From an optimization exercise on the open Yosys and OpenROAD flow, aimed at small area, a short achievable clock period and few clock cycles; shortcuts taken in it are not production practice.
Function was checked by simulation only, so behaviour that the tests miss may differ from the original.
Power figures rest on the tool's default switching activity, not on a simulated workload.

File: flow/run.sh
#!/bin/bash
# Layout flow: the standard flow (standard.sh: the standard synthesis,
# then ORFS to the routed layout) with two layout settings changed:
#  - the port buffers are buf_1 cells instead of the delay buffers that
#    buffer_ports picks by default; timing repair upsizes the ones on
#    critical paths;
#  - the resizer may change a cell's footprint when it sizes cells
#    (MATCH_CELL_FOOTPRINT=0), so timing repair can upsize freely.
# The output of the whole run goes to standard.log in the work folder; ORFS
# keeps each step's log under orfs/logs/.
set -euo pipefail
bash standard.sh MATCH_CELL_FOOTPRINT=0 \
    "BUFFER_PORTS_ARGS=-buffer_cell sky130_fd_sc_hd__buf_1" \
    finish > standard.log 2>&1
File: standard.sh
#!/bin/bash
# synth_recipe.tcl (not shown) runs the flow's synth.tcl, then flattens the netlist and writes it again
# the make line also repeats each setting of config.mk as NAME=value (left out here)
make -C /OpenROAD-flow-scripts/flow DESIGN_CONFIG=/design/flow/config.mk WORK_HOME=/design/flow/orfs CLKGATE_MAP_FILE= SYNTH_SCRIPT=/design/flow/synth_recipe.tcl "${@:-finish}"
File: config.mk
export PLATFORM = sky130hd
export DESIGN_NAME = pcwlc_core
export DESIGN_NICKNAME = pcwlc_core
export VERILOG_FILES = /design/flow/design.v
export SDC_FILE = /design/flow/constraint.sdc
export NUM_CORES = 4
export LEC_CHECK = 0
export CAP_MARGIN = 20
export CORE_MARGIN = 2
export CORE_UTILIZATION = 50
export SETUP_SLACK_MARGIN = 4
export SLEW_MARGIN = 20
File: constraint.sdc
create_clock -name core_clock -period 8.0 [get_ports {clk}]
set_input_delay 1.6000 -clock core_clock [delete_from_list [all_inputs] [get_ports {clk}]]
set_output_delay 1.6000 -clock core_clock [all_outputs]
set_load 0.01 [all_outputs]
File: design.v
module pcwlc_core (
    input  wire        clk,
    input  wire        rst,
    input  wire        host_we,
    input  wire [2:0]  host_addr,
    input  wire [63:0] host_wdata,
    output wire [31:0] status,
    output wire [63:0] res,
    output wire [63:0] res2,
    output wire [31:0] erraddr,
    output reg         port_req,
    output reg         port_we,
    output reg  [1:0]  port_size,     
    output reg  [16:0] port_addr,
    output wire [31:0] port_wdata,
    input  wire        port_ack,
    input  wire [1:0]  port_fail,     
    input  wire [31:0] port_rdata,
    input  wire [63:0] now
);
    localparam [2:0] C_OK      = 3'd0;
    localparam [2:0] C_NOTFND  = 3'd1;
    localparam [2:0] C_ALIGN   = 3'd2;
    localparam [2:0] C_RANGE   = 3'd3;
    localparam [2:0] C_UNSUP   = 3'd4;
    localparam [2:0] C_IOFAIL  = 3'd5;
    localparam [2:0] C_ILLEGAL = 3'd6;
    localparam [4:0] OP_CFG_READ   = 5'h01;
    localparam [4:0] OP_CFG_WRITE  = 5'h02;
    localparam [4:0] OP_FIND_STD   = 5'h03;
    localparam [4:0] OP_FIND_EXT   = 5'h04;
    localparam [4:0] OP_ENABLE     = 5'h05;
    localparam [4:0] OP_DISABLE    = 5'h06;
    localparam [4:0] OP_RETRAIN    = 5'h07;
    localparam [4:0] OP_SET_SPEED  = 5'h08;
    localparam [4:0] OP_READ_STAT  = 5'h09;
    localparam [4:0] OP_WAIT_TRAIN = 5'h0A;
    localparam [4:0] OP_HOT_RESET  = 5'h0B;
    localparam [4:0] OP_SET_BITS   = 5'h0C;
    localparam [4:0] S_IDLE  = 5'd0;
    localparam [4:0] S_FIN   = 5'd1;    
    localparam [4:0] S_CFGR  = 5'd2;
    localparam [4:0] S_CFGW  = 5'd3;
    localparam [4:0] S_ST    = 5'd4;    
    localparam [4:0] S_HT    = 5'd5;    
    localparam [4:0] S_PTR   = 5'd6;    
    localparam [4:0] S_ENT   = 5'd7;    
    localparam [4:0] S_EXT   = 5'd8;    
    localparam [4:0] S_RMWR  = 5'd9;    
    localparam [4:0] S_RMWW  = 5'd10;   
    localparam [4:0] S_CAP   = 5'd11;
    localparam [4:0] S_LC2R  = 5'd12;
    localparam [4:0] S_LC2W  = 5'd13;
    localparam [4:0] S_LS    = 5'd14;
    localparam [4:0] S_HRHT  = 5'd15;   
    localparam [4:0] S_POLL  = 5'd16;   
    localparam [4:0] S_POLL2 = 5'd18;   
    localparam [4:0] S_SLP0  = 5'd19;   
    localparam [4:0] S_SLEEP = 5'd17;   
    localparam [7:0] PCIE_CAP_ID = 8'h10;
    reg [63:0] opa, opb;
    reg        busy, done, pf;
    reg [2:0]  code;
    reg [1:0]  iokind;
    reg        errv;        
    reg        resv;        
    reg        res1;        
    reg [63:0] res_q;       
    reg        dl_hi_n;     
    reg [2:0]  rs2c;        
    reg [4:0]  state;
    reg [4:0]  op;
    reg [1:0]  wc;
    reg        f;
    reg [15:0] imm;         
    reg        again;
    reg [11:0] cur;
    reg [8:0]  trip;        
    reg [63:0] lop;         
    reg        pz;          
    reg [64:0] wake_n;      
    assign port_wdata = res_q[31:0];
    assign status  = {22'd0, iokind & {2{done}}, 1'b0, code & {3{done}}, 1'b0, pf, done, busy};
    assign erraddr = {15'd0, port_addr & {17{errv & done}}};
    assign res     = (res_q & {64{resv}}) | {63'd0, res1};
    reg [15:0] res2_hi;
    always @(*) begin
        case (rs2c)
            3'd1:    res2_hi = 16'h4004;
            3'd2:    res2_hi = 16'h4014;
            3'd3:    res2_hi = 16'h4020;
            3'd4:    res2_hi = 16'h4030;
            3'd5:    res2_hi = 16'h4040;
            3'd6:    res2_hi = 16'h4050;
            default: res2_hi = 16'h0000;
        endcase
    end
    assign res2 = {res2_hi, 48'd0};
    wire [31:0] cw    = host_wdata[31:0];
    wire [4:0]  c_op  = cw[4:0];
    wire [1:0]  c_w   = cw[6:5];
    wire        c_f   = cw[7];
    wire        c_k   = cw[8];
    wire [15:0] c_imm = cw[31:16];
    wire        cmd_go = host_we && host_addr == 3'd0 && !busy;
    reg c_legal;
    always @(*) begin
        case (c_op)
            OP_CFG_READ, OP_CFG_WRITE: c_legal = (cw[15:7] == 9'd0);
            OP_FIND_STD:               c_legal = (cw[31:24] == 8'd0) && (cw[15:5] == 11'd0);
            OP_FIND_EXT:               c_legal = (cw[15:5] == 11'd0);
            OP_ENABLE, OP_DISABLE, OP_READ_STAT, OP_WAIT_TRAIN, OP_HOT_RESET:
                                       c_legal = (cw[31:5] == 27'd0);
            OP_RETRAIN:                c_legal = (cw[31:8] == 24'd0) && (c_w == 2'd0);
            OP_SET_SPEED:              c_legal = (cw[31:9] == 23'd0) && (c_w == 2'd0);
            OP_SET_BITS:               c_legal = (cw[15:8] == 8'd0) && (c_w == 2'd0);
            default:                   c_legal = 1'b0;
        endcase
    end
    wire c_misaligned = (c_w == 2'd1) ? c_imm[0] :
                        (c_w[1])      ? (c_imm[1:0] != 2'd0) : 1'b0;
    reg  c_out_of_range;
    always @(*) begin
        case (c_w)
            2'd0:    c_out_of_range = (opa[63:8]  != 56'd0);
            2'd1:    c_out_of_range = (opa[63:16] != 48'd0);
            2'd2:    c_out_of_range = (opa[63:32] != 32'd0);
            default: c_out_of_range = 1'b0;
        endcase
    end
    reg       speed_ok;
    reg [2:0] speed_code;
    always @(*) begin
        speed_ok   = 1'b1;
        speed_code = 3'd0;
        if (!c_k) begin
            if (opa[63:3] == 61'd0 && opa[2:0] != 3'd0 && opa[2:0] != 3'd7)
                speed_code = opa[2:0];
            else
                speed_ok = 1'b0;
        end else begin
            case (opa)
                64'h4004000000000000: speed_code = 3'd1;
                64'h4014000000000000: speed_code = 3'd2;
                64'h4020000000000000: speed_code = 3'd3;
                64'h4030000000000000: speed_code = 3'd4;
                64'h4040000000000000: speed_code = 3'd5;
                64'h4050000000000000: speed_code = 3'd6;
                default:              speed_ok   = 1'b0;
            endcase
        end
    end
    wire        ext_none  = (opa[63:9] == 55'd0) && (opa[8:0] < 9'h104);
    wire [12:0] cs_clamp  = (opa[63:12] != 52'd0) ? 13'd4096 : {1'b0, opa[11:0]};
    wire [12:0] cs_above  = cs_clamp - 13'd256;
    wire [8:0]  ext_trip1 = (cs_above[12:3] == 10'd0) ? 9'd0 : cs_above[11:3] - 9'd1;
    reg        c_req;
    reg [2:0]  c_code;
    reg        c_errv;
    reg [4:0]  c_state;
    reg [16:0] c_addr;
    reg [1:0]  c_size;
    always @(*) begin
        c_req   = 1'b0;
        c_code  = C_OK;
        c_errv  = 1'b0;
        c_state = S_FIN;
        c_addr  = 17'h006;
        c_size  = 2'd1;
        case (c_op)
            OP_CFG_READ, OP_CFG_WRITE: begin
                c_addr = {1'b0, c_imm};
                c_size = c_w[1] ? 2'd2 : c_w;
                if (c_misaligned) begin
                    c_code = C_ALIGN;
                    c_errv = 1'b1;
                end else if (c_op[1] && c_out_of_range) begin
                    c_code = C_RANGE;
                end else begin
                    c_req   = 1'b1;
                    c_state = c_op[1] ? S_CFGW : S_CFGR;
                end
            end
            OP_FIND_EXT: begin
                c_addr = 17'h100;
                c_size = 2'd2;
                if (ext_none) begin
                    c_code = C_NOTFND;
                end else begin
                    c_req   = 1'b1;
                    c_state = S_EXT;
                end
            end
            OP_HOT_RESET: begin
                c_addr  = 17'h00E;
                c_size  = 2'd0;
                c_req   = 1'b1;
                c_state = S_HRHT;
            end
            default: begin    
                if (c_op == OP_SET_SPEED && !speed_ok) begin
                    c_code = C_RANGE;
                end else begin
                    c_req   = 1'b1;
                    c_state = S_ST;
                end
            end
        endcase
        if (!c_legal) begin
            c_req   = 1'b0;
            c_code  = C_ILLEGAL;
            c_errv  = 1'b0;
            c_state = S_FIN;
        end
    end
    reg  [4:0]  st_nx;      
    reg         sel_d, sel_w, sel_p;
    wire [64:0] add_b = sel_w ? wake_n :
                        sel_p ? {1'b0, res_q} :
                                {dl_hi_n & sel_d, lop};
    localparam integer AW = 66;
    localparam integer AL = 7;                  
    wire [AW-1:0] ad_a = {2'b0, now};
    wire [AW-1:0] ad_b = {1'b0, add_b};
    wire [AW-1:0] ad_p = ad_a ^ ad_b;
    wire [AW-1:0] ad_g = ad_a & ad_b;
    wire [AW-1:0] sk_g [0:AL];
    wire [AW-1:0] sk_p [0:AL];
    assign sk_g[0] = ad_g;
    assign sk_p[0] = ad_p;
    genvar bl, bi;
    generate
        for (bl = 0; bl < AL; bl = bl + 1) begin : g_lvl
            for (bi = 0; bi < AW; bi = bi + 1) begin : g_bit
                if ((bi >> bl) % 2 == 1) begin : g_node
                    assign sk_g[bl+1][bi] = sk_g[bl][bi] | (sk_p[bl][bi] & sk_g[bl][((bi >> bl) << bl) - 1]);
                    assign sk_p[bl+1][bi] = sk_p[bl][bi] & sk_p[bl][((bi >> bl) << bl) - 1];
                end else begin : g_copy
                    assign sk_g[bl+1][bi] = sk_g[bl][bi];
                    assign sk_p[bl+1][bi] = sk_p[bl][bi];
                end
            end
        end
    endgenerate
    wire [AW-1:0] ad_cy = sk_g[AL];             
    wire [65:0]   nsum  = ad_p ^ {ad_cy[AW-2:0], 1'b0};
    reg         past;
    always @(posedge clk) past <= nsum[65] | (&ad_p[64:0]);
    wire        lop_zero  = pz;
    wire        ack  = port_req && port_ack;
    wire        okk  = (port_fail == 2'd0);
    wire [31:0] rd   = port_rdata;
    wire is_std   = (op == OP_FIND_STD);
    wire is_rs    = (op == OP_READ_STAT);
    wire is_lsop  = (op == OP_READ_STAT) || (op == OP_WAIT_TRAIN);
    wire is_cap   = (op == OP_SET_SPEED) && !again;
    wire [7:0] walk_id = is_std ? imm[7:0] : PCIE_CAP_ID;
    reg [15:0] rmw_set, rmw_clr;
    always @(*) begin
        rmw_set = 16'd0;
        rmw_clr = 16'd0;
        case (op)
            OP_ENABLE:    rmw_clr = 16'h0010;
            OP_DISABLE:   rmw_set = 16'h0010;
            OP_RETRAIN:   if (again) rmw_clr = 16'h0020; else rmw_set = 16'h0020;
            OP_SET_SPEED: if (again) rmw_set = 16'h0020;           
                          else begin                               
                              rmw_set = {13'd0, imm[2:0]};
                              rmw_clr = 16'h000F;
                          end
            OP_HOT_RESET: if (again) rmw_clr = 16'h0040; else rmw_set = 16'h0040;
            OP_SET_BITS:  if (f) rmw_set = imm; else rmw_clr = imm;
            default:      ;
        endcase
    end
    wire [7:0] base_off = is_lsop ? 8'h12 : is_cap ? 8'h02 : 8'h10;
    wire [8:0] base_adr = {1'b0, cur[7:0]} + {1'b0, base_off};
    wire [4:0] base_st  = is_lsop ? S_LS : is_cap ? S_CAP : S_RMWR;
    wire [15:0] ls       = rd[15:0];
    wire [3:0]  ls_sc    = ls[3:0];
    wire        ls_known = (ls_sc >= 4'd1) && (ls_sc <= 4'd6);
    wire [31:0] ls_res   = {ls, 3'd0, ls[13], ls[11], ls[9:4], ls_known, ls_sc};
    wire [12:0] c_cs_m4  = opa[12:0] - 13'd4;
    reg  [11:0] cs_m4;
    reg         cs_big;
    wire [11:0] nx       = rd[31:20];
    function gt12(input [11:0] a, input [11:0] b);
        integer k;
        begin
            gt12 = 1'b0;
            for (k = 0; k < 12; k = k + 1)
                gt12 = (a[k] & ~b[k]) | (~(a[k] ^ b[k]) & gt12);
        end
    endfunction
    wire        cs_over  = !cs_big && gt12(nx, cs_m4);
    wire [16:0] addr_p4  = port_addr + 17'd4;
    wire [16:0] addr_lc2 = port_addr + 17'h2E;    
    wire ent_ff    = (rd[7:0] == 8'hFF);
    wire ent_match = (rd[7:0] == walk_id);
    wire ent_next  = (trip != 9'd0) && (rd[15:14] != 2'd0);
    wire ext_dead  = (rd == 32'h00000000) || (rd == 32'hFFFFFFFF);
    wire ext_match = (rd[15:0] == imm);
    wire ext_bad   = (nx[11:8] == 4'd0) || (nx == cur) || (trip == 9'd0) || cs_over;
    wire ext_mis   = (nx[1:0] != 2'd0);
    wire cfg_more  = (wc == 2'd3) && !again;
    reg       cont;
    reg [2:0] a_code;
    reg       a_errv;
    reg       a_resv;
    reg [4:0] a_state;
    always @(*) begin
        cont    = 1'b0;
        a_code  = C_OK;
        a_errv  = 1'b0;
        a_resv  = 1'b0;
        a_state = state;
        case (state)
            S_CFGR: begin
                cont   = cfg_more;
                a_resv = 1'b1;
            end
            S_CFGW: cont = cfg_more;
            S_ST: begin
                cont    = rd[4];
                a_code  = C_NOTFND;
                a_state = S_HT;
            end
            S_HT: begin
                cont    = (rd[6:1] == 6'd0) || (rd[6:0] == 7'd2);
                a_code  = C_NOTFND;
                a_state = S_PTR;
            end
            S_PTR: begin
                cont    = (rd[7:6] != 2'd0);
                a_code  = C_NOTFND;
                a_state = S_ENT;
            end
            S_ENT: begin
                if (!ent_ff && ent_match) begin
                    cont    = !is_std && !cur[0];
                    a_code  = is_std ? C_OK : C_ALIGN;
                    a_errv  = !is_std;
                    a_resv  = is_std;
                    a_state = base_st;
                end else begin
                    cont    = !ent_ff && ent_next;
                    a_code  = C_NOTFND;
                end
            end
            S_EXT: begin
                if (ext_dead) begin
                    a_code = C_NOTFND;
                end else if (ext_match) begin
                    a_resv = 1'b1;
                end else if (ext_bad) begin
                    a_code = C_NOTFND;
                end else begin
                    cont   = !ext_mis;
                    a_code = C_ALIGN;
                    a_errv = 1'b1;
                end
            end
            S_RMWR: begin
                cont    = 1'b1;
                a_state = S_RMWW;
            end
            S_RMWW: begin
                cont    = ((op == OP_RETRAIN && f) || op == OP_HOT_RESET) && !again;
                a_state = S_RMWR;
            end
            S_CAP: begin
                cont    = (rd[3:1] != 3'd0);
                a_code  = C_UNSUP;
                a_state = S_LC2R;
            end
            S_LC2R: begin
                cont    = 1'b1;
                a_state = S_LC2W;
            end
            S_LC2W: begin
                cont    = f;
                a_state = S_ST;
            end
            S_LS: begin
                a_resv  = is_rs;
            end
            S_HRHT: begin
                cont    = (rd[6:0] == 7'd1);
                a_code  = C_UNSUP;
                a_state = S_RMWR;
            end
            default: ;
        endcase
    end
    wire poll  = (state == S_LS) && !is_rs && ls[11];
    wire hsleep = (state == S_RMWW) && (op == OP_HOT_RESET) && !again && !lop_zero;
    always @(posedge clk) begin
        st_nx = state;
        if (rst) begin
            opa      <= 64'd0;
            opb      <= 64'd0;
            busy     <= 1'b0;
            done     <= 1'b0;
            pf       <= 1'b0;
            resv     <= 1'b0;
            res1     <= 1'b0;
            rs2c     <= 3'd0;
            errv     <= 1'b0;
            st_nx    = S_IDLE;
            port_req <= 1'b0;
        end else begin
            if (host_we && host_addr == 3'd2) opa <= host_wdata;
            if (host_we && host_addr == 3'd3) opb <= host_wdata;
            if (host_we && host_addr == 3'd0 && busy) pf <= 1'b1;
            if (cmd_go) begin
                busy     <= 1'b1;
                done     <= 1'b0;
                resv     <= 1'b0;
                res1     <= 1'b0;
                rs2c     <= 3'd0;
                errv     <= c_errv;
                code     <= c_code;
                iokind   <= 2'd0;
                port_req <= c_req;
                st_nx    = c_state;
            end else if (state == S_FIN) begin
                busy  <= 1'b0;
                done  <= 1'b1;
                st_nx    = S_IDLE;
            end else if (state == S_POLL) begin
                st_nx    = S_POLL2;
            end else if (state == S_SLP0) begin
                st_nx    = S_SLEEP;
            end else if (state == S_POLL2) begin
                if (past) begin
                    code  <= C_OK;
                    busy  <= 1'b0;
                    done  <= 1'b1;
                    st_nx    = S_IDLE;
                end else if (lop_zero) begin
                    port_req <= 1'b1;
                    st_nx    = S_ST;
                end else begin
                    st_nx    = S_SLEEP;
                end
            end else if (state == S_SLEEP) begin
                if (past) begin
                    port_req <= 1'b1;
                    st_nx    = (op == OP_HOT_RESET) ? S_RMWR : S_ST;
                end
            end else if (ack) begin
                if (!okk) begin
                    port_req <= 1'b0;
                    code     <= C_IOFAIL;
                    iokind   <= port_fail;
                    errv     <= 1'b1;
                    busy     <= 1'b0;
                    done     <= 1'b1;
                    st_nx    = S_IDLE;
                end else if (poll) begin
                    port_req <= 1'b0;
                    st_nx    = S_POLL;
                end else if (hsleep) begin
                    port_req <= 1'b0;
                    st_nx    = S_SLP0;
                end else begin
                    port_req <= cont;
                    busy     <= cont;
                    done     <= !cont;
                    code     <= a_code;
                    errv     <= a_errv && !cont;
                    resv     <= a_resv && !cont;
                    res1     <= (state == S_LS) && !is_rs && !cont;
                    st_nx    = cont ? a_state : S_IDLE;
                    if (state == S_LS && is_rs)
                        rs2c <= ls_known ? ls_sc[2:0] : 3'd0;
                end
            end
        end
        state <= st_nx;
        sel_d <= !rst && ack && okk && poll;
        sel_w <= !rst && ((state == S_POLL) || (state == S_SLP0) ||
                          (state == S_POLL2 && !past && !lop_zero) ||
                          (state == S_SLEEP && !past) ||
                          (ack && okk && !poll && hsleep));
        sel_p <= !rst && ((ack && okk && (state == S_ENT) && !ent_ff && ent_match &&
                           is_lsop && !cur[0]) ||
                          (state == S_LS && !ack));
    end
    reg first;    
    always @(posedge clk) begin
        first <= !busy;
        if (!busy) begin
            op    <= c_op;
            wc    <= c_w;
            f     <= c_f;
            imm   <= (c_op == OP_SET_SPEED) ? {13'd0, speed_code} : c_imm;
            lop   <= opa;
            cs_m4  <= c_cs_m4[11:0];
            cs_big <= (opa[63:13] != 51'd0) || c_cs_m4[12];
            pz    <= (opa == 64'd0);
            again <= 1'b0;
            cur   <= 12'h100;
            trip  <= ext_trip1;
            port_we   <= (c_op == OP_CFG_WRITE);
            port_size <= c_size;
        end
        if (busy && first && op == OP_WAIT_TRAIN) begin
            lop     <= ~nsum[63:0];
            dl_hi_n <= ~nsum[64];
            res_q   <= opb;
            pz      <= (opb == 64'd0);
        end
        if (cmd_go) begin
            port_addr   <= c_addr;
            res_q[31:0] <= opa[31:0];
        end
        case (state)
            S_CFGR: begin
                if (!again) res_q[31:0] <= rd;
                if (wc == 2'd3) begin
                    if (again) res_q[63:32] <= rd;
                end else begin
                    res_q[63:32] <= 32'd0;
                    res_q[31:0]  <= (wc == 2'd0) ? {24'd0, rd[7:0]} :
                                    (wc == 2'd1) ? {16'd0, rd[15:0]} : rd;
                end
            end
            S_ENT: if (is_std) res_q <= {56'd0, cur[7:0]};
            S_EXT: res_q <= {52'd0, cur};
            S_RMWR, S_LC2R: res_q[31:0] <= {16'd0, (rd[15:0] & ~rmw_clr) | rmw_set};
            S_LS: if (is_rs) res_q <= {32'd0, ls_res};
            default: ;
        endcase
        if (state == S_LS || state == S_RMWW)
            wake_n <= ~nsum[64:0];
        if (ack && okk) begin
            case (state)
                S_CFGR: begin
                    again     <= 1'b1;
                    port_addr <= addr_p4;
                end
                S_CFGW: begin
                    again       <= 1'b1;
                    port_addr   <= addr_p4;
                    res_q[31:0] <= lop[63:32];
                end
                S_ST: begin
                    port_addr <= 17'h00E;
                    port_size <= 2'd0;
                end
                S_HT: begin
                    port_addr <= rd[1] ? 17'h014 : 17'h034;
                end
                S_PTR: begin
                    cur       <= {4'd0, rd[7:0]};
                    trip      <= 9'd47;
                    port_addr <= {9'd0, rd[7:2], 2'b00};
                    port_size <= 2'd1;
                end
                S_ENT: begin
                    cur       <= {4'd0, rd[15:8]};
                    trip      <= trip - 9'd1;
                    port_addr <= ent_match ? {8'd0, base_adr} : {9'd0, rd[15:10], 2'b00};
                end
                S_EXT: begin
                    cur       <= nx;
                    trip      <= trip - 9'd1;
                    port_addr <= {5'd0, nx};
                end
                S_RMWR: begin
                    port_we <= 1'b1;
                end
                S_RMWW: begin
                    again   <= 1'b1;
                    port_we <= 1'b0;
                end
                S_CAP: begin
                    port_addr <= addr_lc2;
                end
                S_LC2R: begin
                    port_we <= 1'b1;
                end
                S_LC2W: begin
                    again     <= 1'b1;
                    port_we   <= 1'b0;
                    port_addr <= 17'h006;
                end
                S_HRHT: begin
                    port_addr <= 17'h03E;
                    port_size <= 2'd1;
                end
                S_LS: begin
                    port_addr <= 17'h006;
                end
                default: ;
            endcase
        end
    end
endmodule
==> results of run 1 <==
-- sequential cells by signal, summed over array words and instances, names as in the netlist, 2 cells and up --
signal / flops
code: 3
cs_m4: 12
cur: 12
imm: 16
iokind: 2
lop: 64
op: 5
opa: 64
opb: 64
port_addr: 17
port_size: 2
res_q: 64
rs2c: 3
state: 5
trip: 9
wake_n: 65
wc: 2
-- report_power, final --
| group | leakage (nW) | internal (mW) | switching (mW) | total (mW) |
|---|---|---|---|---|
| clock network | 0.816 | 1.37 | 0.998 | 2.37 |
| registers | 3.87 | 2.51 | 0.374 | 2.88 |
| logic | 7.01 | 0.521 | 0.925 | 1.45 |
| total | 11.7 | 4.40 | 2.30 | 6.70 |
-- critical path, stage by stage --
cell,delay [ps]
buf_6,100
ha_4,150
fa_2,370
a211o_1,300
a21oi_2,160
o22a_2,220
a211oi_4,70
buf_6,140
o211ai_1,200
buf_6,200
buf_12,120
nand2_4,70
buf_4,170
a31oi_4,170
xor2_1,90
mux2_2,260
-- cell families after synthesis --
family	Yosys count	synth area share, %
and+or+nand+nor	1326	22.53
AOI/OAI and AO/OA	784	18.03
DFF	427	38.35
buffers and inverters	416	7.711
muxes	135	5.199
xor gates and xnor gates	111	3.620
adders and majority gates	94	4.547
other	1	0.01396
-- layout make-up --
cell class	instances	area, um2	area share [%]
Antenna cell	3	7.507	0.02449
Clock inverter	28	310.3	1.012
Sequential cell	427	10310	33.64
Multi-Input combinational cell	2551	15390	50.21
Timing Repair Buffer	415	2156	7.033
Tap cell	688	860.8	2.808
Clock buffer	63	1363	4.445
Inverter	66	254.0	0.8286
-- per-layer routing --
layer	vias to the layer above	track usage, %	part of all wire (%)
met5	-	0	0.056
met4	10	15.07	4.6
met3	268	8.525	11
met2	1601	58.23	44
met1	12724	52.45	41
li1	11938	-	-
-- per-stage QoR --
step                std cells  power, mW
floorplan                3391      3.748
global placement         4097      4.232
detailed placement       4097      4.256
CTS                      4207      6.609
global route             4239      6.929
finish                   4241      6.701
-- cell usage after synthesis, types with 7 or more instances --
master,instances
a22oi_1,23
a221o_1,12
mux2_2,36
or3_1,12
inv_1,63
a222oi_1,14
nor4_1,54
a32oi_1,7
and2_1,95
or2_2,10
o21a_1,10
buf_4,134
xor2_1,68
a21o_1,16
o21bai_1,9
nand3_1,66
nor2b_1,26
clkbuf_1,193
a21oi_1,311
nor3_1,55
ha_1,88
nand4_1,41
edfxtp_1,175
buf_1,18
a211oi_1,18
nand2b_1,15
o211ai_1,27
a31oi_1,52
nor2_1,241
mux2i_1,99
or4_1,7
a221oi_1,26
o21ai_0,168
nand2_1,628
and3_1,41
xnor2_1,43
o22ai_1,17
dfxtp_1,252
-- what timing repair did --
action,CTS,global route
gates resized for setup,27,82
gates cloned,1,4
setup endpoints to repair,82,70
hold buffers,0,0
setup buffers,18,27
pin swaps,7,22
-- worst max-delay path by stage --
stage / start / end
after floorplan: now[48] / dl_hi_n
after global placement: now[0] / dl_hi_n
after detailed placement: now[0] / wake_n[64]
after CTS: port_rdata[29] / state[2]
after global routing: now[0] / lop[59]
final: now[0] / lop[59]
==> key figures, run 1 <==
Placement
  • DP Area: around 28000 um2
  • Routability cong.: slightly below 1
  • Port bufs: about 320
  • Post-Place Worst Slack: between 2000 and 3000 ps
  • DP HPWL: about 80 mm

Worst setup path
  • Worst setup SP type: input pin
  • CP endpoint kind: flop
  • Max FO, Critical Path: 4
  • CP arrival: 4420 ps
  • Critical path type: in -> reg
  • Worst R2R End: lop[59]
  • Reg-to-reg slack, setup: about 4000 ps
  • Critical path data required time: about 8400 ps
  • Worst Reg-to-Reg Cells: 18
  • Reg2reg start: sel_p

Logic synthesis
  • Post-synth top flop: dfxtp_1
  • FFs w/ async S/R, synth: 0%
  • Number of synthesized flops with an enable pin: between 150 and 200
  • Sequential share of the synthesized area: 38.35%
  • Synth area leaders: edfxtp_1 (20%), dfxtp_1 (19%), nand2_1 (8.8%)
  • Leading area contributor after synthesis: edfxtp_1
  • Synth Area per Inst: 8.153 um2
  • Mapped Area: 26860 um2
  • Post-Syn Instances: 3294
  • Synth unique cells: 84
  • Yosys warning count: 1
  • Flops & latches, synth: 427
  • Yosys top cell area share: approximately 20%

Die
  • Die Ht: around 240 um
  • Io pins: approximately 410
  • Die Span X: 235.8 um
  • Initial Util: between 50 and 60%
  • Num rows: between 80 and 90
  • Core area: approximately 53000 um2
  • Die ar.: 55580 um2

Status
  • Status: complete, no violations

CTS
  • Worst-case clock buffer depth: 3
  • CTS buffer count: 49
  • Total clock sinks: roughly 430
  • Clk Tree Root Cell: clkbuf_16
  • H-tree levels: 2
  • Later-pin clock latency in the skew report: ~620 ps
  • CTS tree: built
  • Clk slew on worst S/H paths: 60 ps

Route
  • Final ANT Viol Nets: 0
  • First DRT Iteration DRCs: approximately 3300
  • Routed wire length: about 110 mm
  • DR pass1 iterations: 8
  • Vias per cell: about 6.3
  • DRC viols: 0
  • Vias: ~27000
  • DR WL/cell: ~26 um

Timing
  • Final Setup Violations: 0
  • Final hold vios: 0
  • RSZ-0062 raised after global routing: true
  • Period utilization: approximately half
  • Fin. max-slew vios: 0
  • Setup TNS: 0 ps
  • Fin worst setup slack: between 3000 and 4000 ps
  • Minimum clock period: 4054 ps
  • Rel. slew slack: 20.59%
  • Worst Skew: ~19 ps
  • Hold slack final: between 400 and 500 ps
  • FMAX: ~250 MHz
  • Worst-Margin Slew: ~1200 ps

Power and ir drop
  • Max IR drop VDD: between 0.15 and 0.2 mV
  • Leak: between 10 and 15 nW
  • Pwr dens: 218.6 nW/um2

Cells and area
  • Area growth from synthesis to layout: 14.14%
  • Finished Core Util: 57.98%
  • Commonest non-fill, non-tap cell in the layout: nand2_1
  • Nets: between 3000 and 4000
  • Fillers: between 4000 and 5000
  • Final instance area: 30650 um2
  • Commonest non-fill, non-tap cells in the layout: nand2_1 (624), buf_1 (302), a21oi_1 (300), dfxtp_1 (249), nor2_1 (236)
  • Share of cells above drive strength 1: a little under a tenth

Min path
  • Hold Crit Start: trip[0]
  • Hold Path Depth: 1
  • HP Class: reg -> reg
  • Hold EP: trip[0]

Global route
  • Total grt overflow: 0
  • Antenna violations before repair: 7
  • Via count of the first global-routing pass: 24181
  • Total track usage: a little under two fifths
  • First-pass GRT wire length: about 160 mm
  • Largest net degree at the start of global routing: 89

Flow run
  • Max-cap viol count: 0
Testbench counts, summed over its fixed seeds: cycles 67,760.
==> inputs of run 2 (changes only) <==
--- a/config.mk
+++ b/config.mk
@@ -7,6 +7,7 @@
 export LEC_CHECK = 0
 export CAP_MARGIN = 20
 export CORE_MARGIN = 2
-export CORE_UTILIZATION = 50
+export CORE_UTILIZATION = 40
+export PLACE_DENSITY = 0.75
 export SETUP_SLACK_MARGIN = 4
 export SLEW_MARGIN = 20
==> key figures, run 2 <==
Worst setup path
  • CP endpoint kind: flop (unchanged)
  • Worst R2R End: lop[27] (was lop[59])
  • Worst path cell trace: buf_8 > ha_4 > fa_2 > a211o_1 > a21oi_2 > o22a_2 > a211oi_4 > o211ai_1 > buf_4 > nand2_8 > buf_8 > buf_6 > a21oi_2 > xor2_1 > mux2_4 (was buf_6 > ha_4 > fa_2 > a211o_1 > a21oi_2 > o22a_2 > a211oi_4 > buf_6 > o211ai_1 > buf_6 > buf_12 > nand2_4 > buf_4 > a31oi_4 > xor2_1 > mux2_2)
  • Critical path type: in -> reg (unchanged)
  • Reg2reg start: res_q[0] (was sel_p)
  • Top Family by Delay on Critical Path: compound AO/OA/AOI/OAI gates (unchanged)
  • Worst path bufs/invs: 4 (was 5)
  • Worst setup SP type: input pin (unchanged)
  • Crit-path max cell delay: 400 ps (was 370 ps)
  • Worst Reg-to-Reg Cells: 14 (was 18)
  • CP max-delay cell: fa_2 (unchanged)
  • Critical path data required time: 8370 ps (about the same)
  • Reg-to-reg slack, setup: 4050 ps (was 4020 ps)
  • CP arrival: 4400 ps (was 4420 ps)
  • Max FO, Critical Path: 7 (was 4)

Cells and area
  • Final instance area: 30380 um2 (was 30650 um2)
  • Max reg flops: 65 (unchanged)
  • Nets: 3754 (was 3773)
  • Share of cells above drive strength 1: 8.366% (was 9.465%)
  • Commonest non-fill, non-tap cells in the layout: nand2_1 (625), a21oi_1 (302), buf_1 (300), dfxtp_1 (249), nor2_1 (238) (was nand2_1 (624), buf_1 (302), a21oi_1 (300), dfxtp_1 (249), nor2_1 (236))
  • Top reg by flops: wake_n (unchanged)
  • Fillers: 6316 (was 4918)
  • Commonest non-fill, non-tap cell in the layout: nand2_1 (unchanged)
  • Area growth from synthesis to layout: 13.12% (was 14.14%)

Timing
  • Rel. slew slack: 22.69% (was 20.59%)
  • Fin. max-slew vios: 0 (unchanged)
  • Worst Skew: 30.34 ps (was 19.01 ps)
  • Minimum clock period: 4035 ps (was 4054 ps)
  • Final hold vios: 0 (unchanged)
  • Setup TNS: 0 ps (unchanged)
  • FMAX: 247.8 MHz (was 246.7 MHz)
  • Worst-Margin Slew: 1151 ps (was 1179 ps)
  • Period utilization: 50.44% (was 50.68%)
  • Final Setup Violations: 0 (unchanged)
  • RSZ-0062 raised after global routing: true (unchanged)

Logic synthesis
  • Flops & latches, synth: 427 (unchanged)
  • FFs w/ async S/R, synth: 0% (unchanged)
  • Sequential share of the synthesized area: 38.35% (unchanged)
  • Yosys top cell area share: 19.57% (unchanged)
  • Synth unique cells: 84 (unchanged)
  • Leading area contributor after synthesis: edfxtp_1 (unchanged)
  • Post-Syn Instances: 3294 (unchanged)
  • Synth Area per Inst: 8.153 um2 (unchanged)
  • Top cells by count, synth: nand2_1 (628), a21oi_1 (311), dfxtp_1 (252), nor2_1 (241), clkbuf_1 (193) (unchanged)
  • Yosys warning count: 1 (unchanged)
  • Synth area leaders: edfxtp_1 (20%), dfxtp_1 (19%), nand2_1 (8.8%) (unchanged)
  • Post-synth top flop: dfxtp_1 (unchanged)
  • Count leader, synth: nand2_1 (unchanged)
  • Mapped Area: 26860 um2 (unchanged)
  • Number of synthesized flops with an enable pin: 175 (unchanged)

Min path
  • Hold Path Depth: 2 (was 1)
  • Hold EP: trip[8] (was trip[0])
  • Hold Crit Start: trip[8] (was trip[0])
  • HP Class: reg -> reg (unchanged)

CTS
  • Worst-case clock buffer depth: 3 (unchanged)
  • H-tree levels: 2 (unchanged)
  • Clk Tree Root Cell: clkbuf_16 (unchanged)
  • Total clock sinks: 427 (unchanged)
  • CTS tree: built (unchanged)
  • Clk slew on worst S/H paths: 60 ps (about the same)
  • Later-pin clock latency in the skew report: 620 ps (about the same)
  • Post-CTS Hold Buffers: 0 (unchanged)
  • CTS buffer count: 43 (was 49)

Global route
  • Largest net degree at the start of global routing: 111 (was 89)
  • Antenna violations before repair: 21 (was 7)
  • First-pass GRT wire length: 155.9 mm (was 159.3 mm)
  • Total grt overflow: 0 (unchanged)
  • Total track usage: 29.73% (was 38.13%)
  • Via count of the first global-routing pass: 23757 (was 24181)

Flow run
  • Max-cap viol count: 0 (unchanged)

Die
  • Die Ht: 263.1 um (was 235.8 um)
  • Core area: 66100 um2 (was 52870 um2)
  • Die Span X: 263.1 um (was 235.8 um)
  • Num rows: 94 (was 84)
  • Initial Util: 40.63% (was 50.80%)
  • Io pins: 414 (unchanged)
  • Die ar.: 69230 um2 (was 55580 um2)

Route
  • DR WL/cell: 24.94 um (was 26.16 um)
  • Routed wire length: 109.5 mm (was 110.9 mm)
  • Vias per cell: 6.041 (was 6.258)
  • Vias: 26534 (was 26541)
  • DRC viols: 0 (unchanged)
  • First DRT Iteration DRCs: 3729 (was 3254)
  • DR pass1 iterations: 7 (was 8)
  • Final ANT Viol Nets: 0 (unchanged)

Placement
  • Port bufs: 315 (unchanged)
  • DP HPWL: 79.23 mm (was 80.19 mm)
  • Routability cong.: 1.016 (was 0.9943)
  • DP Area: 28260 um2 (was 28040 um2)

Power and ir drop
  • Pwr dens: 210.3 nW/um2 (was 218.6 nW/um2)
  • Leak: 11.45 nW (was 11.69 nW)
  • Max IR drop VDD: 0.1653 mV (was 0.1629 mV)

Status
  • Status: complete, no violations (unchanged)
-- run 2: cell counts after synthesis --
No cell type changed its count.
-- run 2: worst max-delay path by stage --
stage                         startpoint         end  slack [ps]  depth (start not counted)
after CTS                 port_rdata[22]    state[1]        4000                         11
final                             now[0]     lop[49]        3960                         15
after floorplan                  now[48]     dl_hi_n        3820                         11
after global placement            now[0]     dl_hi_n        2810                         13
after detailed placement          now[0]  wake_n[64]        2710                         13
after global routing              now[0]     lop[54]        3870                         15
-- run 2: where the power goes --
group	leakage, nW	internal [mW]	switching [mW]
Clock	0.674	1.14	0.938
Combinational	6.90	0.517	0.905
Sequential	3.87	2.51	0.384
Total	11.4	4.16	2.23
-- run 2: cells by family after synthesis --
| group | after synthesis | synth area share, % |
|---|---|---|
| buf+inv | 416 | 7.711 |
| other cells | 1 | 0.01396 |
| simple gates | 1326 | 22.53 |
| xor+xnor | 111 | 3.620 |
| fa+ha+maj | 94 | 4.547 |
| mux | 135 | 5.199 |
| compound gates | 784 | 18.03 |
| flops | 427 | 38.35 |
-- run 2: repair_timing --
action / 4_1_cts / 5_1_grt
gates cloned: 0 / 3
setup buffers: 13 / 21
pin swaps: 5 / 26
endpoints found under the setup margin: 98 / 55
resized for setup: 30 / 76
-- run 2: cell type report --
cell class	count	area [um2]	share of cell area (%)
Multi-Input combinational cell	2548	15270	50.28
Sequential cell	427	10310	33.94
Timing Repair Buffer	405	2048	6.742
Clock buffer	60	1212	3.991
Tap cell	864	1081	3.559
Inverter	66	250.2	0.8238
Clock inverter	20	196.4	0.6466
Antenna cell	2	5.005	0.01648
-- run 2: worst reg2reg max path: stages (launching register included) --
cell	delay (ps)
dfxtp_1	590
mux2i_1	130
o21ai_0	360
ha_4	200
fa_2	220
a211o_1	180
a21oi_2	80
o22a_2	270
buf_4	170
a211oi_1	530
o21ai_1	190
a21oi_1	250
a211oi_2	80
xor2_1	160
mux2_2	280
-- run 2: metal layers --
layer | routed length, um | up-vias | track usage [%]
met5 | 234 | - | 0
met4 | 7674 | 34 | 17.62
met3 | 14160 | 408 | 8.895
met2 | 46350 | 1879 | 44.35
met1 | 41100 | 12331 | 37.94
li1 | - | 11882 | -
-- run 2: through the flow --
step	setup WS (ps)	power [mW]	util (%)	cells	hold WS [ps]
global placement	2813	4.213	42.75	4272	445.9
CTS	4002	6.285	45.23	4365	466.7
global route	3874	6.573	45.95	4391	489.5
detailed placement	2711	4.235	42.75	4272	452.1
finish	3965	6.389	45.96	4392	469.3
floorplan	3817	3.748	-	3391	432.0
==> inputs of run 3 (changes only) <==
--- a/config.mk
+++ b/config.mk
@@ -9,5 +9,5 @@
 export CORE_MARGIN = 2
 export CORE_UTILIZATION = 40
 export PLACE_DENSITY = 0.75
-export SETUP_SLACK_MARGIN = 4
+export SETUP_SLACK_MARGIN = 4.25
 export SLEW_MARGIN = 20
==> key figures, run 3 <==
Timing
  • Final Setup Violations: 0 (unchanged)
  • RSZ-0062 raised after global routing: true (unchanged)
  • Fin worst setup slack: 4150 ps (was 3965 ps)
  • Worst Skew: 27.86 ps (was 30.34 ps)
  • Rel. slew slack: 13.21% (was 22.69%)
  • Worst-Margin Slew: 1290 ps (was 1151 ps)
  • Setup TNS: 0 ps (unchanged)
  • Period utilization: 48.13% (was 50.44%)
  • Final hold vios: 0 (unchanged)
  • Minimum clock period: 3850 ps (was 4035 ps)
  • FMAX: 259.7 MHz (was 247.8 MHz)
  • Fin. max-slew vios: 0 (unchanged)

Route
  • Vias per cell: 6.126 (was 6.041)
  • DRC viols: 0 (unchanged)
  • Routed wire length: 114.4 mm (was 109.5 mm)
  • Vias: 27328 (was 26534)
  • First DRT Iteration DRCs: 4345 (was 3729)
  • DR pass1 iterations: 8 (was 7)
  • Final ANT Viol Nets: 0 (unchanged)
  • DR WL/cell: 25.65 um (was 24.94 um)

CTS
  • Later-pin clock latency in the skew report: 620 ps (about the same)
  • H-tree levels: 2 (unchanged)
  • Clk Tree Root Cell: clkbuf_16 (unchanged)
  • Clk slew on worst S/H paths: 60 ps (about the same)
  • CTS tree: built (unchanged)
  • CTS buffer count: 47 (was 43)
  • Worst-case clock buffer depth: 3 (unchanged)
  • Total clock sinks: 427 (unchanged)

Logic synthesis
  • FFs w/ async S/R, synth: 0% (unchanged)
  • Mapped Area: 26860 um2 (unchanged)
  • Sequential share of the synthesized area: 38.35% (unchanged)
  • Synth Area per Inst: 8.153 um2 (unchanged)
  • Leading area contributor after synthesis: edfxtp_1 (unchanged)
  • Synth unique cells: 84 (unchanged)
  • Synth area leaders: edfxtp_1 (20%), dfxtp_1 (19%), nand2_1 (8.8%) (unchanged)
  • Post-synth top flop: dfxtp_1 (unchanged)
  • Number of synthesized flops with an enable pin: 175 (unchanged)
  • Yosys warning count: 1 (unchanged)
  • Post-Syn Instances: 3294 (unchanged)
  • Count leader, synth: nand2_1 (unchanged)
  • Top cells by count, synth: nand2_1 (628), a21oi_1 (311), dfxtp_1 (252), nor2_1 (241), clkbuf_1 (193) (unchanged)
  • Yosys top cell area share: 19.57% (unchanged)
  • Flops & latches, synth: 427 (unchanged)

Cells and area
  • Commonest non-fill, non-tap cells in the layout: nand2_1 (623), a21oi_1 (292), buf_1 (290), dfxtp_1 (248), nor2_1 (233) (was nand2_1 (625), a21oi_1 (302), buf_1 (300), dfxtp_1 (249), nor2_1 (238))
  • Fillers: 6312 (was 6316)
  • Nets: 3819 (was 3754)
  • Share of cells above drive strength 1: 12.07% (was 8.366%)
  • Area growth from synthesis to layout: 17.87% (was 13.12%)
  • Top reg by flops: wake_n (unchanged)
  • Commonest non-fill, non-tap cell in the layout: nand2_1 (unchanged)
  • Finished Core Util: 47.89% (was 45.96%)
  • Max reg flops: 65 (unchanged)

Die
  • Io pins: 414 (unchanged)
  • Core area: 66100 um2 (unchanged)
  • Die Span X: 263.1 um (unchanged)
  • Die Ht: 263.1 um (unchanged)
  • Initial Util: 40.63% (unchanged)
  • Num rows: 94 (unchanged)
  • Die ar.: 69230 um2 (unchanged)

Power and ir drop
  • Psw: 2.336 mW (was 2.227 mW)
  • Leak: 12.05 nW (was 11.45 nW)
  • Sequential Power Share: 43.1% (was 45.3%)
  • Clk network pwr share: 34.0% (was 32.5%)
  • Pwr dens: 212.9 nW/um2 (was 210.3 nW/um2)
  • Switch share: 34.67% (was 34.85%)
  • Internal Power: 4.403 mW (was 4.163 mW)
  • Combinational Power Share: 22.9% (was 22.2%)
  • Max IR drop VDD: 0.1703 mV (was 0.1653 mV)

Global route
  • First-pass GRT wire length: 161.1 mm (was 155.9 mm)
  • Antenna violations before repair: 15 (was 21)
  • Via count of the first global-routing pass: 24446 (was 23757)
  • Total grt overflow: 0 (unchanged)
  • Largest net degree at the start of global routing: 89 (was 111)
  • Total track usage: 30.85% (was 29.73%)

Placement
  • Port bufs: 315 (unchanged)
  • Routability cong.: 1.026 (was 1.016)
  • Post-Place Worst Slack: 2756 ps (was 2711 ps)
  • DP HPWL: 79.66 mm (was 79.23 mm)

Worst setup path
  • CP arrival: 4220 ps (was 4400 ps)
  • CP endpoint kind: flop (unchanged)
  • Worst setup SP type: input pin (unchanged)
  • Max FO, Critical Path: 6 (was 7)
  • Critical path data required time: 8370 ps (about the same)
  • Critical path type: in -> reg (unchanged)

Flow run
  • Max-cap viol count: 0 (unchanged)

Min path
  • HP Class: reg -> reg (unchanged)

Status
  • Status: complete, no violations (unchanged)
run 3: cell counts after synthesis:
No cell type changed its count.
run 3: path summary, 6_finish.rpt:
path / from / to / slack, ps / depth (start not counted)
max: now[0] / lop[46] / 4150 / 13
min reg2reg: opb[35] / opb[35] / 470 / 2
max reg2reg: sel_p / dl_hi_n / 4170 / 14
min: opb[35] / opb[35] / 470 / 2
run 3: critical path, stage by stage:
cell and delay (ps):
buf_8 100, ha_4 150, fa_2 350, a211o_1 290
a21oi_2 160, o22a_2 240, a211oi_4 120, buf_4 170
o21ai_4 290, o211ai_1 160, a31oi_1 190, xor2_1 120
mux2_4 260
run 3: repair_timing:
action,CTS,global route
gates cloned,1,3
hold buffers,0,0
gates resized for setup,83,129
buffers inserted,39,55
endpoints found under the setup margin,160,152
hold endpoints to repair,0,0
pin swaps,32,55
run 3: kinds of logic after synthesis:
logic type / after synthesis / synth area share, %
XOR/XNOR: 111 / 3.620
other: 1 / 0.01396
AO/OA/AOI/OAI: 784 / 18.03
AND/OR/NAND/NOR: 1326 / 22.53
flip-flops: 427 / 38.35
adder cells (fa/ha/maj): 94 / 4.547
buffers and inverters: 416 / 7.711
multiplexers: 135 / 5.199
run 3: metrics by stage:
stage          hold slack [ps]  instances  total power [mW]  area [um2]
6_report                 472.2       4461             6.739       31650
5_1_grt                  489.8       4460             6.936       31650
3_3_place_gp             446.3       4273             4.246       28360
4_1_cts                  469.4       4401             6.571       30630
2_1_floorplan            432.0       3391             3.754       27470
3_5_place_dp             458.8       4273             4.269       28360
run 3: power groups by stage:
stage	clock (mW)	combinational [mW]	sequential (mW)
floorplan	0	1.07	2.68
global placement	0	1.33	2.92
detailed placement	0	1.35	2.92
CTS	2.29	1.41	2.87
finish	2.29	1.54	2.91
global route	2.38	1.66	2.90
run 3: cell type report:
cell class / count / area [um2] / area share (%)
Multi-Input combinational cell: 2550 / 15780 / 49.86
Sequential cell: 427 / 10310 / 32.58
Timing Repair Buffer: 464 / 2615 / 8.261
Clock buffer: 68 / 1390 / 4.391
Tap cell: 864 / 1081 / 3.415
Inverter: 66 / 252.7 / 0.7984
Clock inverter: 20 / 216.5 / 0.6838
Antenna cell: 2 / 5.005 / 0.01581
run 3: routing by layer:
metal | track usage [%] | routed length, um | up-vias
met5 | 0 | 161 | -
met4 | 16.26 | 7170 | 24
met3 | 8.727 | 15320 | 420
met2 | 46.56 | 48720 | 2017
met1 | 40.02 | 43040 | 12849
li1 | - | - | 12018
==> inputs of run 4 (changes only) <==
==> config.mk (replaced) <==
export PLATFORM = sky130hd
export DESIGN_NAME = pcwlc_core
export DESIGN_NICKNAME = pcwlc_core
export VERILOG_FILES = /design/flow/design.v
export SDC_FILE = /design/flow/constraint.sdc
export NUM_CORES = 4
export LEC_CHECK = 0
export CAP_MARGIN = 10
export CORE_MARGIN = 2
export CORE_UTILIZATION = 40
export PLACE_DENSITY = 0.75
export SETUP_SLACK_MARGIN = 4
export SLEW_MARGIN = 10
==> key figures, run 4 <==
Cells and area
  • Fillers: 6325 (was 6312)
  • Area growth from synthesis to layout: 13.32% (was 17.87%)
  • Nets: 3755 (was 3819)
  • Share of cells above drive strength 1: 8.421% (was 12.07%)
  • Commonest non-fill, non-tap cell in the layout: nand2_1 (unchanged)
  • Top reg by flops: wake_n (unchanged)
  • Commonest non-fill, non-tap cells in the layout: nand2_1 (624), a21oi_1 (302), buf_1 (300), dfxtp_1 (249), nor2_1 (239) (was nand2_1 (623), a21oi_1 (292), buf_1 (290), dfxtp_1 (248), nor2_1 (233))
  • Max reg flops: 65 (unchanged)

Global route
  • Total grt overflow: 0 (unchanged)
  • First-pass GRT wire length: 155.9 mm (was 161.1 mm)
  • Via count of the first global-routing pass: 23757 (was 24446)
  • Largest net degree at the start of global routing: 111 (was 89)
  • Antenna violations before repair: 21 (was 15)
  • Total track usage: 29.73% (was 30.85%)

CTS
  • Later-pin clock latency in the skew report: 620 ps (about the same)
  • CTS tree: built (unchanged)
  • Clk Tree Root Cell: clkbuf_16 (unchanged)
  • CTS buffer count: 43 (was 47)
  • Worst-case clock buffer depth: 3 (unchanged)
  • H-tree levels: 2 (unchanged)
  • Total clock sinks: 427 (unchanged)
  • Clk slew on worst S/H paths: 60 ps (about the same)

Power and ir drop
  • Switch share: 34.87% (was 34.67%)
  • Max IR drop VDD: 0.1647 mV (was 0.1703 mV)
  • Psw: 2.230 mW (was 2.336 mW)
  • Internal Power: 4.165 mW (was 4.403 mW)
  • Sequential Power Share: 45.3% (was 43.1%)
  • Pwr dens: 210.1 nW/um2 (was 212.9 nW/um2)
  • Combinational Power Share: 22.3% (was 22.9%)
  • Clk network pwr share: 32.5% (was 34.0%)
  • Leak: 11.46 nW (was 12.05 nW)

Timing
  • Setup TNS: 0 ps (unchanged)
  • Worst Skew: 31.60 ps (was 27.86 ps)
  • Fin. max-slew vios: 0 (unchanged)
  • Fin worst setup slack: 3886 ps (was 4150 ps)
  • Minimum clock period: 4114 ps (was 3850 ps)
  • Worst-Margin Slew: 1257 ps (was 1290 ps)
  • Final hold vios: 0 (unchanged)
  • Final Setup Violations: 0 (unchanged)
  • RSZ-0062 raised after global routing: true (unchanged)
  • Period utilization: 51.42% (was 48.13%)
  • FMAX: 243.1 MHz (was 259.7 MHz)
  • Rel. slew slack: 15.88% (was 13.21%)

Die
  • Die Span X: 263.1 um (unchanged)
  • Initial Util: 40.63% (unchanged)
  • Num rows: 94 (unchanged)
  • Io pins: 414 (unchanged)
  • Core area: 66100 um2 (unchanged)
  • Die ar.: 69230 um2 (unchanged)
  • Die Ht: 263.1 um (unchanged)

Logic synthesis
  • Yosys top cell area share: 19.57% (unchanged)
  • Sequential share of the synthesized area: 38.35% (unchanged)
  • Number of synthesized flops with an enable pin: 175 (unchanged)
  • Mapped Area: 26860 um2 (unchanged)
  • Post-synth top flop: dfxtp_1 (unchanged)
  • Flops & latches, synth: 427 (unchanged)
  • Synth Area per Inst: 8.153 um2 (unchanged)
  • Count leader, synth: nand2_1 (unchanged)
  • Leading area contributor after synthesis: edfxtp_1 (unchanged)
  • Top cells by count, synth: nand2_1 (628), a21oi_1 (311), dfxtp_1 (252), nor2_1 (241), clkbuf_1 (193) (unchanged)
  • Post-Syn Instances: 3294 (unchanged)
  • FFs w/ async S/R, synth: 0% (unchanged)
  • Yosys warning count: 1 (unchanged)
  • Synth area leaders: edfxtp_1 (20%), dfxtp_1 (19%), nand2_1 (8.8%) (unchanged)
  • Synth unique cells: 84 (unchanged)

Worst setup path
  • Max FO, Critical Path: 5 (was 6)
  • Critical path data required time: 8370 ps (about the same)
  • CP endpoint kind: flop (unchanged)
  • Worst path cell trace: buf_1 > ha_1 > a21oi_1 > o21ai_0 > a221oi_4 > nor2_1 > a2111oi_0 > a21oi_2 > nor4b_2 > nor3_1 > mux2_2 (was buf_8 > ha_4 > fa_2 > a211o_1 > a21oi_2 > o22a_2 > a211oi_4 > buf_4 > o21ai_4 > o211ai_1 > a31oi_1 > xor2_1 > mux2_4)
  • CP max-delay cell: a2111oi_0 (was fa_2)
  • Critical path type: in -> reg (unchanged)
  • CP arrival: 4480 ps (was 4220 ps)
  • Worst setup SP type: input pin (unchanged)
  • Crit-path max cell delay: 590 ps (was 350 ps)

Placement
  • DP HPWL: 79.23 mm (was 79.66 mm)
  • Routability cong.: 1.016 (was 1.026)
  • Post-Place Worst Slack: 2711 ps (was 2756 ps)
  • Port bufs: 315 (unchanged)

Route
  • Routed wire length: 110.0 mm (was 114.4 mm)
  • DR pass1 iterations: 9 (was 8)
  • DRC viols: 0 (unchanged)
  • Vias: 26590 (was 27328)
  • Final ANT Viol Nets: 0 (unchanged)
  • DR WL/cell: 25.03 um (was 25.65 um)
  • Vias per cell: 6.050 (was 6.126)
  • First DRT Iteration DRCs: 3872 (was 4345)

Status
  • Status: complete, no violations (unchanged)

Min path
  • HP Class: reg -> reg (unchanged)

Flow run
  • Max-cap viol count: 0 (unchanged)
[run 4: cell counts after synthesis]
No cell type changed its count.
[run 4: cell type report]
type | count | area, um2 | share of cell area, %
diodes | 4 | 10.01 | 0.03289
repair buffers | 406 | 2078 | 6.829
clock inverters | 20 | 196.4 | 0.6455
well taps | 864 | 1081 | 3.552
clock buffers | 60 | 1212 | 3.984
multi-input cells | 2548 | 15290 | 50.26
inverters | 66 | 250.2 | 0.8223
flip-flops and latches | 427 | 10310 | 33.87
[run 4: cells by family after synthesis]
logic type                 count (synthesis)  share of synthesized area, %
AOI/OAI and AO/OA                        784                         18.03
xor gates and xnor gates                 111                         3.620
adders and majority gates                 94                         4.547
buffers and inverters                    416                         7.711
DFF                                      427                         38.35
muxes                                    135                         5.199
other                                      1                       0.01396
and+or+nand+nor                         1326                         22.53
[run 4: repair_timing]
item                                    in CTS  in global routing
gates resized for setup                     30                 80
cloned                                       0                  2
pin swaps                                    5                 32
endpoints found under the setup margin      98                 70
hold buffers                                 0                  0
setup buffers                               13                 24
[run 4: worst max-delay path: cells and delay by family]
| family | cells | cell delay [ps] |
|---|---|---|
| muxes | 1 | 280 |
| AOI/OAI and AO/OA | 5 | 1620 |
| buffers and inverters | 1 | 90 |
| adders and majority gates | 1 | 360 |
| and+or+nand+nor | 3 | 530 |
[run 4: per-stage QoR]
stage / hold slack, ps / instances / area, um2 / util (%) / power (mW)
2_1_floorplan: 432.0 / 3391 / 27360 / - / 3.748
6_report: 469.8 / 4395 / 30430 / 46.04 / 6.395
4_1_cts: 466.7 / 4365 / 29890 / 45.23 / 6.285
3_3_place_gp: 445.9 / 4272 / 28260 / 42.75 / 4.213
3_5_place_dp: 452.1 / 4272 / 28260 / 42.75 / 4.235
5_1_grt: 489.5 / 4392 / 30420 / 46.03 / 6.578
[run 4: path summary, 6_finish.rpt]
path | startpoint | to | slack, ps | depth (start not counted)
max | now[33] | lop[58] | 3890 | 11
min | trip[8] | trip[8] | 470 | 2
max reg2reg | sel_p | lop[58] | 4030 | 13
min reg2reg | trip[8] | trip[8] | 470 | 2
[run 4: routing by layer]
metal	global-route usage (%)	share of wire, %
met2	44.35	42
met3	8.895	13
met5	0	0.21
met1	37.94	37
met4	17.62	7.0
[run 4: power groups by stage]
stage	logic, mW	clock network, mW	registers (mW)
detailed placement	1.32	0	2.91
floorplan	1.07	0	2.68
finish	1.42	2.08	2.89
global route	1.54	2.15	2.90
CTS	1.34	2.07	2.87
global placement	1.30	0	2.91
==> inputs of run 5 (changes only) <==
--- a/config.mk
+++ b/config.mk
@@ -5,9 +5,10 @@
 export SDC_FILE = /design/flow/constraint.sdc
 export NUM_CORES = 4
 export LEC_CHECK = 0
-export CAP_MARGIN = 10
+export CAP_MARGIN = 20
 export CORE_MARGIN = 2
 export CORE_UTILIZATION = 40
+export GPL_ROUTABILITY_DRIVEN = 0
 export PLACE_DENSITY = 0.75
 export SETUP_SLACK_MARGIN = 4
-export SLEW_MARGIN = 10
+export SLEW_MARGIN = 20
==> key figures, run 5 <==
CTS
  • CTS buffer count: 45 (was 43)
  • CTS tree: built (unchanged)
  • Worst-case clock buffer depth: 3 (unchanged)
  • Clk Tree Root Cell: clkbuf_16 (unchanged)
  • Total clock sinks: 427 (unchanged)
  • Later-pin clock latency in the skew report: 640 ps (was 620 ps)
  • Clk slew on worst S/H paths: 60 ps (about the same)
  • H-tree levels: 2 (unchanged)

Die
  • Die Ht: 263.1 um (unchanged)
  • Num rows: 94 (unchanged)
  • Io pins: 414 (unchanged)
  • Die ar.: 69230 um2 (unchanged)
  • Die Span X: 263.1 um (unchanged)
  • Initial Util: 40.63% (unchanged)
  • Core area: 66100 um2 (unchanged)

Logic synthesis
  • Yosys warning count: 1 (unchanged)
  • Count leader, synth: nand2_1 (unchanged)
  • Post-synth top flop: dfxtp_1 (unchanged)
  • Mapped Area: 26860 um2 (unchanged)
  • Synth unique cells: 84 (unchanged)
  • Number of synthesized flops with an enable pin: 175 (unchanged)
  • Yosys top cell area share: 19.57% (unchanged)
  • Post-Syn Instances: 3294 (unchanged)
  • Leading area contributor after synthesis: edfxtp_1 (unchanged)
  • Sequential share of the synthesized area: 38.35% (unchanged)
  • Flops & latches, synth: 427 (unchanged)
  • Synth area leaders: edfxtp_1 (20%), dfxtp_1 (19%), nand2_1 (8.8%) (unchanged)
  • FFs w/ async S/R, synth: 0% (unchanged)
  • Synth Area per Inst: 8.153 um2 (unchanged)
  • Top cells by count, synth: nand2_1 (628), a21oi_1 (311), dfxtp_1 (252), nor2_1 (241), clkbuf_1 (193) (unchanged)

Status
  • Status: complete, no violations (unchanged)

Global route
  • Total grt overflow: 0 (unchanged)
  • Antenna violations before repair: 27 (was 21)
  • Via count of the first global-routing pass: 23884 (was 23757)
  • Largest net degree at the start of global routing: 91 (was 111)
  • First-pass GRT wire length: 155.2 mm (was 155.9 mm)
  • Total track usage: 29.36% (was 29.73%)

Timing
  • Minimum clock period: 3999 ps (was 4114 ps)
  • Final Setup Violations: 0 (unchanged)
  • Worst-Margin Slew: 1100 ps (was 1257 ps)
  • Period utilization: 49.98% (was 51.42%)
  • Fin. max-slew vios: 0 (unchanged)
  • FMAX: 250.1 MHz (was 243.1 MHz)
  • Final hold vios: 0 (unchanged)
  • Worst Skew: 30.98 ps (was 31.60 ps)
  • Setup TNS: 0 ps (unchanged)
  • RSZ-0062 raised after global routing: true (unchanged)
  • Hold slack final: 471.0 ps (was 469.8 ps)
  • Fin worst setup slack: 4001 ps (was 3886 ps)
  • Rel. slew slack: 26.12% (was 15.88%)

Power and ir drop
  • Pwr dens: 216.7 nW/um2 (was 210.1 nW/um2)
  • Pwr Total: 6.615 mW (was 6.395 mW)
  • Leak: 11.52 nW (was 11.46 nW)
  • Max IR drop VDD: 0.1599 mV (was 0.1647 mV)

Route
  • DR WL/cell: 24.60 um (was 25.03 um)
  • Routed wire length: 108.0 mm (was 110.0 mm)
  • DR pass1 iterations: 13 (was 9)
  • Vias: 26984 (was 26590)
  • First DRT Iteration DRCs: 4459 (was 3872)
  • Final ANT Viol Nets: 0 (unchanged)
  • Vias per cell: 6.145 (was 6.050)
  • DRC viols: 0 (unchanged)

Cells and area
  • Max reg flops: 65 (unchanged)
  • Area growth from synthesis to layout: 13.70% (was 13.32%)
  • Finished Core Util: 46.20% (was 46.04%)
  • Nets: 3747 (was 3755)
  • Share of cells above drive strength 1: 8.577% (was 8.421%)
  • Commonest non-fill, non-tap cells in the layout: nand2_1 (624), a21oi_1 (302), buf_1 (299), dfxtp_1 (249), nor2_1 (238) (was nand2_1 (624), a21oi_1 (302), buf_1 (300), dfxtp_1 (249), nor2_1 (239))
  • Top reg by flops: wake_n (unchanged)
  • Fillers: 6365 (was 6325)
  • Commonest non-fill, non-tap cell in the layout: nand2_1 (unchanged)

Worst setup path
  • Reg-to-reg slack, setup: 4030 ps (about the same)
  • Max FO, Critical Path: 7 (was 5)
  • Crit. Startpoint: now[33] (unchanged)
  • Critical path type: in -> reg (unchanged)
  • Critical path data required time: 8400 ps (was 8370 ps)
  • CP endpoint kind: flop (unchanged)
  • Worst R2R End: dl_hi_n (was lop[58])
  • Reg2reg start: sel_p (unchanged)
  • Worst Reg-to-Reg Cells: 15 (was 13)
  • Worst setup SP type: input pin (unchanged)
  • CP arrival: 4400 ps (was 4480 ps)

Flow run
  • Max-cap viol count: 0 (unchanged)

Placement
  • Post-Place Worst Slack: 2803 ps (was 2711 ps)
  • DP HPWL: 76.89 mm (was 79.23 mm)
  • Port bufs: 315 (unchanged)

Min path
  • HP Class: reg -> reg (unchanged)
  • Hold Path Depth: 1 (was 2)
  • Hold Crit Start: trip[0] (was trip[8])
  • Hold EP: trip[0] (was trip[8])
## run 5: cell types whose count changed in the layout (fill, tap and decap cells not counted), sizes merged, moves of 2 or more
cell / before / now
buf: 395 / 386
clkbuf: 71 / 75
bufinv: 2 / 5
clkinv: 14 / 12
clkinvlp: 4 / 2
diode: 4 / 6
## run 5: area by class of cell
type | instances | area [um2] | share of cell area (%)
clock buffer | 66 | 1329 | 4.352
clock inverter | 18 | 270.3 | 0.8851
multi-input combinational | 2549 | 15310 | 50.15
timing repair buffer | 395 | 1962 | 6.425
inverter | 66 | 254.0 | 0.8318
tap | 864 | 1081 | 3.540
antenna | 6 | 15.01 | 0.04917
sequential | 427 | 10310 | 33.77
## run 5: per-stage QoR
| stage | std cells | instance area (um2) |
|---|---|---|
| floorplan | 3391 | 27360 |
| global placement | 4264 | 28190 |
| detailed placement | 4264 | 28190 |
| CTS | 4357 | 29990 |
| global route | 4388 | 30530 |
| finish | 4391 | 30530 |
## run 5: worst max path at each step
stage | depth (start not counted) | end | slack (ps)
2_1_floorplan | 11 | dl_hi_n | 3820
3_3_place_gp | 13 | dl_hi_n | 2850
3_5_place_dp | 13 | dl_hi_n | 2800
4_1_cts | 14 | dl_hi_n | 4030
5_1_grt | 15 | dl_hi_n | 3900
6_report | 12 | dl_hi_n | 4000
## run 5: critical path: stages
cell      delay, ps
buf_1            70
ha_1            350
a21oi_1         240
o21ai_0         210
a221oi_2        430
nor2_1          160
a211oi_4        390
nand2_8         150
a221oi_4        310
o21bai_1        120
ha_2            320
inv_1            40
## run 5: power by group
| part | internal, mW | switching, mW | total (mW) |
|---|---|---|---|
| registers | 2.51 | 0.402 | 2.91 |
| clock network | 1.33 | 0.967 | 2.30 |
| logic | 0.512 | 0.895 | 1.41 |
## run 5: timing repair
action | 4_1_cts | 5_1_grt
buffers inserted | 9 | 25
hold buffers | 0 | 0
gates cloned | 0 | 3
pin swaps | 4 | 15
endpoints found under the setup margin | 102 | 46
gates resized for setup | 31 | 81
## run 5: per-layer routing
metal / GRT usage (%) / share of wire (%)
met5: 0 / 0.30
met4: 17.95 / 7.6
met3: 10.58 / 14
met2: 43.69 / 42
met1: 36.22 / 36
## run 5: cells by family after synthesis
family                   after synthesis  share of synthesized area (%)
multiplexers                         135                          5.199
buffers and inverters                416                          7.711
AO/OA/AOI/OAI                        784                          18.03
other                                  1                        0.01396
flip-flops                           427                          38.35
AND/OR/NAND/NOR                     1326                          22.53
adder cells (fa/ha/maj)               94                          4.547
XOR/XNOR                             111                          3.620

static timing again, ports no longer ideal:
In the flow no input, the clock included, has a driving cell. The finished layouts below were timed again as built, in two steps.
Step 1 assumes that a clkbuf_16 drives the clock port and a buf_2 every other input.
Step 2 moves the port delays by t, midway between the first and last clock arrival at a register: inputs arrive t later, outputs are due t later. That takes back most of the time a late clock gives input paths.
a / b / c = ideal / step 1 / step 2; a / b = the first two.
run	t (ns)	setup WS [ns]	worst setup path at the end
run 1	0.675	3.946 / 3.975 / 3.300	input to register
run 2	0.665	3.965 / 3.987 / 3.322	input to register
run 3	0.669	4.150 / 4.170 / 3.504	input to register
run 4	0.666	3.886 / 3.924 / 3.258	input to register
run 5	0.686	4.001 / 3.989 / 3.302	input to register
After both steps every run listed still meets setup and hold. The setup slack of run 5, which loses most, moves by -0.012 ns with the drivers and by -0.699 ns with both steps.
